Source: an optimization exercise on an open RTL-to-GDS flow (aim: small area, a short achievable clock period and few clock cycles). Production flows keep margins and buffers that such runs may drop. Only simulation tests tie the RTL to the original design; equivalence was not proved. Power figures rest on the tool's default switching activity, not on a simulated workload.

`design.v`:
```
module xvcd_enc (
    input  wire        clk,
    input  wire        rst,         
    input  wire        start,
    input  wire [15:0] n_bits,
    input  wire [15:0] tx_cap,
    output wire        busy,
    output reg  [12:0] mem_addr,
    input  wire [7:0]  mem_tms,
    input  wire [7:0]  mem_tdi,
    output reg         out_valid,
    output reg  [7:0]  out_data,
    output reg         out_sob,
    input  wire        out_ready
);
    localparam [7:0] OP_TMS_RUN  = 8'h6B;
    localparam [7:0] OP_TDI_RUN  = 8'h3B;
    localparam [7:0] OP_BYTE_RUN = 8'h39;
    localparam [3:0] S_IDLE = 4'd0,
                     S_LD0  = 4'd1,    
                     S_LD1  = 4'd2,    
                     S_OP   = 4'd3,    
                     S_H1   = 4'd4,    
                     S_H2   = 4'd5,    
                     S_SCAN = 4'd6,    
                     S_BH0  = 4'd7,    
                     S_BH1  = 4'd8,    
                     S_BH2  = 4'd9,    
                     S_DATA = 4'd10;   
    reg  [3:0]  state;
    reg  [12:0] wl;          
    reg  [2:0]  nr;          
    reg  [3:0]  wc;          
    reg  [15:0] capm4;       
    reg  [16:0] rm;          
    reg  [7:0]  cur_tms, cur_tdi, nxt_tms, nxt_tdi;
    reg  [12:0] k;           
    reg  [2:0]  lm1;         
    reg         k1;          
    reg         ldn;         
    reg         sob_pend;
    reg         dvalid;
    assign busy = (state != S_IDLE) || out_valid;
    wire ld = !out_valid || out_ready;
    wire t0 = cur_tms[0];
    wire d0 = cur_tdi[0];
    reg  [7:1] c;
    integer j;
    always @(*) begin
        for (j = 1; j < 8; j = j + 1)
            c[j] = (j < wc) && (t0 ? (j < 7 && cur_tms[j] && (cur_tdi[j] == d0))
                                   : !cur_tms[j]);
    end
    reg [2:0] run_m1;
    always @(*) begin
        casez (c)
        7'b??????0: run_m1 = 3'd0;
        7'b?????01: run_m1 = 3'd1;
        7'b????011: run_m1 = 3'd2;
        7'b???0111: run_m1 = 3'd3;
        7'b??01111: run_m1 = 3'd4;
        7'b?011111: run_m1 = 3'd5;
        7'b0111111: run_m1 = 3'd6;
        default:    run_m1 = 3'd7;
        endcase
    end
    reg [7:0] run_mask;
    always @(*) begin
        for (j = 0; j < 8; j = j + 1)
            run_mask[j] = (j <= lm1);
    end
    wire [7:0] tms_payload = {d0, 7'd0} | run_mask;
    wire [7:0] tdi_payload = cur_tdi & run_mask;
    wire nxt_zero  = ldn ? (mem_tms == 8'h00) : (nxt_tms == 8'h00);
    wire byte_mode = wc[3] && (wl[12:1] != 12'd0) && (cur_tms == 8'h00) && nxt_zero;
    wire cap4      = (capm4 == 16'd0);
    wire [3:0] L      = {1'b0, lm1} + 4'd1;
    wire       wend   = (wc == L);                  
    wire       bit_done = wend && ((wl == 13'd0) || (wl == 13'd1 && nr == 3'd0));
    wire wl_end = (wl == 13'd1);
    wire at_lim = wl_end || ({3'd0, k} == capm4);
    wire stop   = at_lim || (mem_tms != 8'h00);
    reg        of_v;
    reg [7:0]  of_d;
    reg        of_s;
    always @(*) begin
        of_v = 1'b0;
        of_d = 8'h00;
        of_s = 1'b0;
        case (state)
        S_OP: begin
            of_v = !byte_mode;
            of_d = t0 ? OP_TMS_RUN : OP_TDI_RUN;
            of_s = rm[16];
        end
        S_H1: begin
            of_v = 1'b1;
            of_d = {5'd0, lm1};
        end
        S_H2: begin
            of_v = 1'b1;
            of_d = t0 ? tms_payload : tdi_payload;
        end
        S_BH0: begin
            of_v = 1'b1;
            of_d = OP_BYTE_RUN;
            of_s = sob_pend;
        end
        S_BH1: begin
            of_v = 1'b1;
            of_d = k[7:0];
        end
        S_BH2: begin
            of_v = 1'b1;
            of_d = {3'd0, k[12:8]};
        end
        S_DATA: begin
            of_v = dvalid;
            of_d = mem_tdi;
        end
        default: ;
        endcase
    end
    wire take = ld && of_v;
    always @(posedge clk) begin
        if (rst) begin
            state     <= S_IDLE;
            out_valid <= 1'b0;
        end else begin
            if (ld) begin
                out_valid <= of_v;
                out_data  <= of_d;
                out_sob   <= of_s;
            end
            if (take)
                rm <= of_s ? {1'b0, capm4} : rm - 17'd1;
            case (state)
            S_IDLE: begin
                if (start && !out_valid) begin
                    wl       <= n_bits[15:3];
                    nr       <= n_bits[2:0];
                    capm4    <= {tx_cap[15:2] - 14'd1, tx_cap[1:0]};
                    rm       <= 17'h1FFFD;    
                    mem_addr <= 13'd0;
                    if (n_bits != 16'd0) state <= S_LD0;
                end
            end
            S_LD0: begin
                mem_addr <= mem_addr + 13'd1;
                state    <= S_LD1;
            end
            S_LD1: begin
                cur_tms  <= mem_tms;
                cur_tdi  <= mem_tdi;
                wc       <= (wl == 13'd0) ? {1'b0, nr} : 4'd8;
                mem_addr <= mem_addr + 13'd1;
                ldn      <= 1'b1;
                state    <= S_OP;
            end
            S_OP: begin
                if (ldn) begin
                    nxt_tms <= mem_tms;
                    nxt_tdi <= mem_tdi;
                end
                if (byte_mode) begin
                    ldn   <= 1'b0;
                    k1    <= cap4;
                    k     <= cap4 ? 13'd0 : 13'd1;
                    if (!cap4) begin
                        mem_addr <= mem_addr + 13'd1;
                        wl       <= wl - 13'd1;
                    end
                    state <= S_SCAN;
                end else if (ld) begin
                    ldn   <= 1'b0;
                    lm1   <= run_m1;
                    state <= S_H1;
                end
            end
            S_H1: begin
                if (ld) state <= S_H2;
            end
            S_H2: begin
                if (ld) begin
                    if (wend) begin
                        cur_tms  <= nxt_tms;
                        cur_tdi  <= nxt_tdi;
                        nxt_tms  <= mem_tms;
                        nxt_tdi  <= mem_tdi;
                        wl       <= wl - 13'd1;
                        wc       <= wl_end ? {1'b0, nr} : 4'd8;
                        mem_addr <= mem_addr + 13'd1;
                    end else begin
                        cur_tms  <= cur_tms >> L;
                        cur_tdi  <= cur_tdi >> L;
                        wc       <= wc - L;
                    end
                    state <= bit_done ? S_IDLE : S_OP;
                end
            end
            S_SCAN: begin
                sob_pend <= rm[16] || (rm[15:0] <= {3'd0, k});
                wl       <= wl - 13'd1;
                if (stop) begin
                    if (k1) begin
                        cur_tms <= nxt_tms;
                        cur_tdi <= nxt_tdi;
                        nxt_tms <= mem_tms;
                        nxt_tdi <= mem_tdi;
                    end else begin
                        cur_tms <= mem_tms;
                        cur_tdi <= mem_tdi;
                    end
                    wc    <= wl_end ? {1'b0, nr} : 4'd8;
                    state <= S_BH0;
                end else begin
                    k        <= k + 13'd1;
                    mem_addr <= mem_addr + 13'd1;
                end
            end
            S_BH0: begin
                if (!k1) begin
                    nxt_tms <= mem_tms;
                    nxt_tdi <= mem_tdi;
                end
                if (ld) begin
                    mem_addr <= mem_addr + ~k;    
                    state    <= S_BH1;
                end
            end
            S_BH1: begin
                if (ld) begin
                    mem_addr <= mem_addr - 13'd1;  
                    state    <= S_BH2;
                end
            end
            S_BH2: begin
                if (ld) begin
                    mem_addr <= mem_addr + 13'd1;
                    k        <= ~k;
                    dvalid   <= 1'b1;
                    state    <= S_DATA;
                end
            end
            S_DATA: begin
                if (dvalid && ld) begin
                    k        <= k + 13'd1;
                    mem_addr <= mem_addr + ((&k) ? 13'd2 : 13'd1);
                    if (&k)
                        state <= (wl == 13'd0 && nr == 3'd0) ? S_IDLE : S_OP;
                end else if (dvalid) begin
                    mem_addr <= mem_addr - 13'd1;
                    dvalid   <= 1'b0;
                end else begin
                    mem_addr <= mem_addr + 13'd1;
                    dvalid   <= 1'b1;
                end
            end
            default: state <= S_IDLE;
            endcase
        end
    end
endmodule
```
`run.sh`:
```
#!/bin/bash
# synth_recipe.tcl (not shown) runs the flow's synth.tcl, then flattens the netlist and writes it again
# the make line also repeats each setting of config.mk as NAME=value (left out here)
make -C /OpenROAD-flow-scripts/flow DESIGN_CONFIG=/design/flow/config.mk WORK_HOME=/design/flow/orfs CLKGATE_MAP_FILE= SYNTH_SCRIPT=/design/flow/synth_recipe.tcl finish
```
`config.mk`:
```
export PLATFORM = sky130hd
export DESIGN_NAME = xvcd_enc
export DESIGN_NICKNAME = xvcd_enc
export VERILOG_FILES = /design/flow/design.v
export SDC_FILE = /design/flow/constraint.sdc
export NUM_CORES = 4
export LEC_CHECK = 0
export CAP_MARGIN = 20
export CORE_MARGIN = 2
export CORE_UTILIZATION = 40
export PLACE_DENSITY = 0.6
export SLEW_MARGIN = 20
```
`constraint.sdc`:
```
create_clock -name core_clock -period 10.0 [get_ports {clk}]
set_input_delay 2.0000 -clock core_clock [delete_from_list [all_inputs] [get_ports {clk}]]
set_output_delay 2.0000 -clock core_clock [all_outputs]
set_load 0.01 [all_outputs]
```
==> results of run 1 <==
## cell type report
class	instances	area (um2)
fill	2421	13300
multi-input combinational	848	5850
sequential	132	3910
timing repair buffer	86	833
clock buffer	17	425
tap	330	413
clock inverter	15	164
inverter	40	150
## Yosys cell counts (all sizes together), types with 7 or more instances
library cell,number,area share (%)
a2111oi,7,0.68
a211oi,20,1.9
a21o,8,0.59
a21oi,72,3.6
a221o,18,1.8
a22oi,14,1.1
a31oi,13,0.80
and3,8,0.49
buf,28,1.6
clkbuf,33,1.2
edfxtp,127,38
ha,42,5.2
inv,39,1.4
mux2,18,2.0
mux2i,16,1.6
nand2,91,3.4
nand2b,14,0.86
nand3,25,1.2
nand4,18,1.2
nor2,105,4.0
nor2b,12,0.74
nor3,44,2.5
nor4,26,2.1
o21ai,60,3.0
o221ai,16,1.4
o22ai,17,1.0
or3,11,0.68
xnor2,40,3.4
xor2,30,2.6
## kinds of logic after synthesis
| family | Yosys count | synth area share (%) |
|---|---|---|
| flip-flops | 132 | 38.5 |
| AO/OA/AOI/OAI | 313 | 21.6 |
| adder cells (fa/ha/maj) | 45 | 5.76 |
| buffers and inverters | 101 | 4.31 |
| AND/OR/NAND/NOR | 382 | 19.3 |
| multiplexers | 38 | 4.46 |
| XOR/XNOR | 70 | 6.04 |
## flip-flops by register name, summed over array words and instances, names as in the netlist, 8 cells and up
register  cells
capm4        16
mem_addr     13
out_data      8
k            13
cur_tdi       8
wl           13
rm           17
cur_tms       8
nxt_tms       8
nxt_tdi       8
## routing by layer
metal | up-vias | routed length (um) | global-route usage, %
li1 | 4262 | - | -
met1 | 4333 | 13800 | 33.2
met2 | 376 | 13200 | 34.1
met3 | 31 | 2380 | 4.75
met4 | 0 | 489 | 6.68
met5 | - | 0 | 0
## cell usage in the layout, fill, tap and decap left out, types with 30 or more instances in the layout
| cell type | synthesis | final |
|---|---|---|
| a21oi_1 | 70 | 70 |
| clkdlybuf4s50_1 | 0 | 75 |
| edfxtp_1 | 127 | 127 |
| ha_1 | 42 | 42 |
| inv_1 | 39 | 39 |
| nand2_1 | 90 | 90 |
| nor2_1 | 101 | 101 |
| nor3_1 | 39 | 37 |
| o21ai_0 | 52 | 52 |
| xnor2_1 | 40 | 40 |
| xor2_1 | 30 | 30 |
## power by group through the flow
stage	clock network (mW)	registers, mW	logic, mW
6_report	0.644	0.974	0.975
5_1_grt	0.671	0.998	1.08
4_1_cts	0.650	0.971	0.960
3_5_place_dp	0	0.981	0.955
3_3_place_gp	0	0.981	0.944
2_1_floorplan	0	0.871	0.749
## metrics by stage
step | cells | hold WS (ps)
final | 1468 | 583
after global routing | 1468 | 604
after CTS | 1467 | 578
after detailed placement | 1435 | 565
after global placement | 1435 | 553
after floorplan | 1081 | 530
## path summary, 6_finish.rpt
check                     end  startpoint  slack [ps]  depth (start not counted)
hold / removal     cur_tdi[2]  nxt_tdi[2]         580                          1
hold reg to reg    cur_tdi[2]  nxt_tdi[2]         580                          1
setup / recovery  mem_addr[7]         rst        5100                          6
setup reg to reg  mem_addr[7]      lm1[0]        5700                         10
==> impl_metrics.yaml, run 1 <==
outcome:
  outcome: "no timing/DRC/antenna violations"
power_and_ir_drop:
  clockPowerShare_pct: 24.8
  ir_drop_mv: 0.111
  power_density_nw_per_um2: 221
  switching_share_pct: 39.2
  p_int_mw: 1.58
  pwr-share-comb_pct: 37.6
  fin_total_pwr_mw: 2.59
  netSwitchingPower_mw: 1.02
  pwr-share-seq_pct: 37.6
  p_leak_nw: 3.96
sta:
  final.period_utilization_pct: 49.0
  setup_ws_ps: 5100
  fin_tns_setup_ps: 0
  fin_crit_ps: 4900
  slew_viol_final: 0
  max_freq_ghz: 0.204
  fin_worst_skew_ps: 11.9
  tightestPinTransition_ps: 1050
  finalSetupViolations: 0
  hold_violations: 0
  relSlewSlack_pct: 29.7
  grt_setup_unrepaired: "false"
clock_tree:
  post-cts-setup-buffers: 0
  holdBufCountCts: 0
  cts_buffers: 17
  clock_latency_ps: 430
  cts_tree: "built"
  cts_buffer_depth: 2
  cts_resized: 0
  cts_max_level: 4
  path_clk_slew_ps: 60
  cts_sinks: 132
  root_buffer: "clkbuf_16"
layout:
  drive_gt1_share_pct: 9.23
  fin_area_um2: 11700
  fin_util_pct: 46.9
  finalNetCount: 1222
  area_growth_pct: 15.6
  diodes: 0
critical_path:
  crit_type: "in2reg"
  cp_slowest_cell: "inv_1"
  cpPeakStageDelay_ps: 790
  worstPathArrival_ps: 5020
  critPathRequiredTime_ps: 10120
  cpLargestDelayFamily: "buffers and inverters"
  worstPathCellList: "clkdlybuf4s50_1, inv_1, nand2_1, a221o_1, a2111oi_4, buf_4"
  cp-start-kind: "primary input"
  path_max_fanout: 21
  critPathBufInv: 3
  end_kind: "flip-flop"
routing:
  avgRoutedWirePerCell_um: 20.4
  totalWireLength_um: 29900
  ant_nets: 0
  drt-vias-per-instance: 6.13
  vias: 9002
  drc: 0
  dr.pass1.iters: 6
  drt_iter0_markers: 815
grt:
  grt_start_max_net_pins: 36
  overflow: 0
  grt_antenna_before_repair: 0
  grt_pass1_vias: 8619
  grt_pass1_wl_um: 47500
  grtUsageTotal_pct: 22.8
placed_design:
  place_area_um2: 11100
  dp_hpwl_um: 21800
  globalplace.congestion: 0.946
  portBuffers: 75
  pre_cts_ws_ps: 4380
logic_synthesis:
  synth-seq-cells: 132
  syn_inst: 1081
  synth_area_per_cell_um2: 9.40
  yosys_warnings: 1
  yosysSeqAreaShare_pct: 38.5
  ys.flop_type: "edfxtp_1"
  syn_nets: 1178
  synthDistinctLibCells: 92
  synth_area_um2: 10200
  synth-edff-count: 127
  asyncSetResetFlopFracSynth_pct: 0
worst_hold_path:
  hp-class: "reg2reg"
flow_run:
  maxCapViolations: 0
floorplan:
  initial_core_util_pct: 40.6
  std_cell_rows: 58
  die_w_um: 163
  fp.dieH_um: 163
  die_area_um2: 26700
  coreArea_um2: 25000
  ios: 76
Testbench counts, summed over its fixed seeds: cycles 40,898.
==> inputs of run 2 (changes only) <==
--- a/design.v
+++ b/design.v
@@ -123,4 +123,24 @@
     end
     wire take = ld && of_v;
+    reg [3:0] state_nx;
+    always @(*) begin
+        state_nx = state;
+        case (state)
+        S_IDLE: if (start && !out_valid && n_bits != 16'd0) state_nx = S_LD0;
+        S_LD0:  state_nx = S_LD1;
+        S_LD1:  state_nx = S_OP;
+        S_OP:   if (byte_mode) state_nx = S_SCAN;
+                else if (ld) state_nx = S_H1;
+        S_H1:   if (ld) state_nx = S_H2;
+        S_H2:   if (ld) state_nx = bit_done ? S_IDLE : S_OP;
+        S_SCAN: if (stop) state_nx = S_BH0;
+        S_BH0:  if (ld) state_nx = S_BH1;
+        S_BH1:  if (ld) state_nx = S_BH2;
+        S_BH2:  if (ld) state_nx = S_DATA;
+        S_DATA: if (dvalid && ld && (&k))
+                    state_nx = (wl == 13'd0 && nr == 3'd0) ? S_IDLE : S_OP;
+        default: state_nx = S_IDLE;
+        endcase
+    end
     always @(posedge clk) begin
         if (rst) begin
@@ -128,6 +148,11 @@
             out_valid <= 1'b0;
         end else begin
+            state <= state_nx;
+            if (ld) out_valid <= of_v;
+        end
+    end
+    always @(posedge clk) begin
+        begin
             if (ld) begin
-                out_valid <= of_v;
                 out_data  <= of_d;
                 out_sob   <= of_s;
@@ -143,10 +168,8 @@
                     rm       <= 17'h1FFFD;    
                     mem_addr <= 13'd0;
-                    if (n_bits != 16'd0) state <= S_LD0;
                 end
             end
             S_LD0: begin
                 mem_addr <= mem_addr + 13'd1;
-                state    <= S_LD1;
             end
             S_LD1: begin
@@ -156,5 +179,4 @@
                 mem_addr <= mem_addr + 13'd1;
                 ldn      <= 1'b1;
-                state    <= S_OP;
             end
             S_OP: begin
@@ -171,13 +193,8 @@
                         wl       <= wl - 13'd1;
                     end
-                    state <= S_SCAN;
                 end else if (ld) begin
                     ldn   <= 1'b0;
                     lm1   <= run_m1;
-                    state <= S_H1;
-                end
-            end
-            S_H1: begin
-                if (ld) state <= S_H2;
+                end
             end
             S_H2: begin
@@ -196,5 +213,4 @@
                         wc       <= wc - L;
                     end
-                    state <= bit_done ? S_IDLE : S_OP;
                 end
             end
@@ -213,5 +229,4 @@
                     end
                     wc    <= wl_end ? {1'b0, nr} : 4'd8;
-                    state <= S_BH0;
                 end else begin
                     k        <= k + 13'd1;
@@ -226,5 +241,4 @@
                 if (ld) begin
                     mem_addr <= mem_addr + ~k;    
-                    state    <= S_BH1;
                 end
             end
@@ -232,5 +246,4 @@
                 if (ld) begin
                     mem_addr <= mem_addr - 13'd1;  
-                    state    <= S_BH2;
                 end
             end
@@ -240,5 +253,4 @@
                     k        <= ~k;
                     dvalid   <= 1'b1;
-                    state    <= S_DATA;
                 end
             end
@@ -247,6 +259,4 @@
                     k        <= k + 13'd1;
                     mem_addr <= mem_addr + ((&k) ? 13'd2 : 13'd1);
-                    if (&k)
-                        state <= (wl == 13'd0 && nr == 3'd0) ? S_IDLE : S_OP;
                 end else if (dvalid) begin
                     mem_addr <= mem_addr - 13'd1;
@@ -257,5 +267,5 @@
                 end
             end
-            default: state <= S_IDLE;
+            default: ;
             endcase
         end
==> impl_metrics.yaml, run 2 <==
power_and_ir_drop:
  p_leak_nw: 3.97
  fin_total_pwr_mw: 2.97
  power_density_nw_per_um2: 257
  ir_drop_mv: 0.0874
logic_synthesis:
  synth-seq-cells: 132
  syn_nets: 1196
  yosys.area.top_type: "edfxtp_1"
  asyncSetResetFlopFracSynth_pct: 0
  synth-edff-count: 110
  yosys.cell_count.top_type: "edfxtp_1"
  yosysSeqAreaShare_pct: 38.2
  synth_area_per_cell_um2: 8.92
  syn_inst: 1099
  yosys.area.top_type_share_pct: 33.7
  yosys-top-cells-area: "edfxtp_1 (34%), ha_1 (5.4%), dfxtp_1 (4.5%), xnor2_1 (4.4%), o21ai_0 (4.1%)"
  synth_area_um2: 9810
  netlist_top_cells_count: "edfxtp_1 (110), nand2_1 (105), nor2_1 (88), o21ai_0 (80), a21oi_1 (66)"
  synthDistinctLibCells: 73
  yosys_warnings: 1
  ys.flop_type: "edfxtp_1"
floorplan:
  die_w_um: 161
  coreArea_um2: 24200
  initial_core_util_pct: 40.6
  std_cell_rows: 57
  die_area_um2: 25800
  ios: 76
  fp.dieH_um: 161
layout:
  final_cell_mix: "edfxtp_1 (110), nand2_1 (105), nor2_1 (88)"
  reg_top3: "rm x17, capm4 x16"
  diodes: 0
  fin_cells: 1482
  finalNetCount: 1242
  top_register: "rm"
  fillCellCount: 2282
  area_growth_pct: 17.7
  fin_util_pct: 47.7
  drive_gt1_share_pct: 7.43
  largest_register_ffs: 17
  final_common_cell: "edfxtp_1"
  fin_area_um2: 11500
sta:
  relSlewSlack_pct: 31.7
  hold_violations: 0
  grt_setup_unrepaired: "false"
  tightestPinTransition_ps: 1020
  max_freq_ghz: 0.223
  fin_worst_skew_ps: 10.2
  final.period_utilization_pct: 44.9
  fin_crit_ps: 4490
  finalHoldWorstSlack_ps: 515
  finalSetupViolations: 0
  slew_viol_final: 0
  setup_ws_ps: 5510
  fin_tns_setup_ps: 0
grt:
  overflow: 0
  grtUsageTotal_pct: 22.5
  grt_pass1_wl_um: 46300
  grt_start_max_net_pins: 37
  grt_antenna_before_repair: 0
  grt_pass1_vias: 8439
critical_path:
  crit_type: "in2reg"
  critPathRequiredTime_ps: 10200
  cp_slowest_cell: "o31ai_1"
  critPathBufInv: 3
  cpPeakStageDelay_ps: 980
  end_kind: "flip-flop"
  worstPathArrival_ps: 4690
  worstPathCellList: "clkdlybuf4s50_1, nor2b_1, buf_4, inv_1, o31ai_1, a22oi_1, nand2_1, o21ai_0, o311ai_0"
  cp-start-kind: "primary input"
  cpLargestDelayFamily: "compound AO/OA/AOI/OAI gates"
  path_max_fanout: 23
clock_tree:
  cts_tree: "built"
  cts_resized: 0
  post-cts-setup-buffers: 0
  cts_max_level: 4
  root_buffer: "clkbuf_16"
  path_clk_slew_ps: 60
  cts_buffer_depth: 2
  clock_latency_ps: 420
  holdBufCountCts: 0
  cts_sinks: 132
  cts_buffers: 17
placed_design:
  placedCellCount: 1450
  dp_hpwl_um: 20700
  globalplace.congestion: 0.861
  pre_cts_ws_ps: 5070
  portBuffers: 75
  place_area_um2: 10900
routing:
  totalWireLength_um: 28800
  drt_iter0_markers: 867
  vias: 8997
  avgRoutedWirePerCell_um: 19.4
  ant_nets: 0
  dr.pass1.iters: 6
  drt-vias-per-instance: 6.07
  drc: 0
flow_run:
  maxCapViolations: 0
worst_hold_path:
  hp-class: "reg2reg"
outcome:
  outcome: "no timing/DRC/antenna violations"
==> run 2: power breakdown <==
part,switching (mW),internal [mW]
sequential,0.227,0.822
combinational,0.690,0.510
clock,0.249,0.471
total,1.17,1.80
==> run 2: area by class of cell <==
type / count / area [um2] / area share [%]
tap: 324 / 405 / 3.51
clock buffer: 23 / 522 / 4.52
multi-input combinational: 856 / 5660 / 49.0
timing repair buffer: 92 / 878 / 7.61
clock inverter: 9 / 161 / 1.40
sequential: 132 / 3740 / 32.4
inverter: 46 / 173 / 1.50
==> run 2: cells by family (layout without fill, tap and decap cells) <==
| logic type | after synthesis | after routing | share of synthesized area [%] |
|---|---|---|---|
| adder cells (fa/ha/maj) | 45 | 45 | 5.97 |
| XOR/XNOR | 66 | 66 | 5.89 |
| AO/OA/AOI/OAI | 327 | 327 | 22.6 |
| multiplexers | 31 | 31 | 3.64 |
| AND/OR/NAND/NOR | 387 | 387 | 19.5 |
| flip-flops | 132 | 132 | 38.2 |
| buffers and inverters | 111 | 170 | 4.30 |
==> run 2: final timing paths <==
path	endpoint	cells after the start	slack (ps)	from
setup / recovery	mem_addr[3]	9	5510	out_ready
hold / removal	rm[8]	2	520	rm[8]
setup reg to reg	mem_addr[11]	13	6040	k[0]
hold reg to reg	rm[8]	2	520	rm[8]
==> run 2: tightest hold or removal path, delay by kind of cell (launching register included) <==
family,cells,cell delay (ps)
AND/OR/NAND/NOR,1,50
AO/OA/AOI/OAI,1,80
flip-flops,1,330
==> run 2: layer usage <==
layer  share of wire (%)  track usage [%]  vias to the layer above
met5                   0                0                        -
met4                 1.3             5.86                        0
met3                 6.0             3.36                       27
met2                  46             35.8                      331
met1                  46             32.2                     4329
li1                    -                -                     4310
Testbench counts of run 2, summed over its fixed seeds: cycles 40,898.

-- what the ideal ports hide --
In the flow no input, the clock included, has a driving cell. The finished layouts below were timed again as built, in two steps.
Step 1 sets driving cells, clkbuf_16 on the clock port and buf_2 on the other inputs (assumed; they add their load-dependent delay and slew).
Step 2 also shifts input and output timing later by t, the mid clock arrival at the registers, as if the neighbouring blocks saw the same clock.
Slacks: ideal ports / drivers / drivers and shift; pairs: ideal ports / drivers.
| run | shift t [ns] | setup WS [ns] | worst register clock-pin slew, ns | worst slew at a driven data input, ns |
|---|---|---|---|---|
| run 1 | 0.468 | 5.097 / 5.123 / 4.655 | 0.06 / 0.06 | 0.04 |
| run 2 | 0.467 | 5.512 / 5.538 / 5.071 | 0.06 / 0.06 | 0.04 |
After both steps every run listed still meets setup and hold. The setup slack of run 1, which loses most, moves by +0.026 ns with the drivers and by -0.442 ns with both steps.
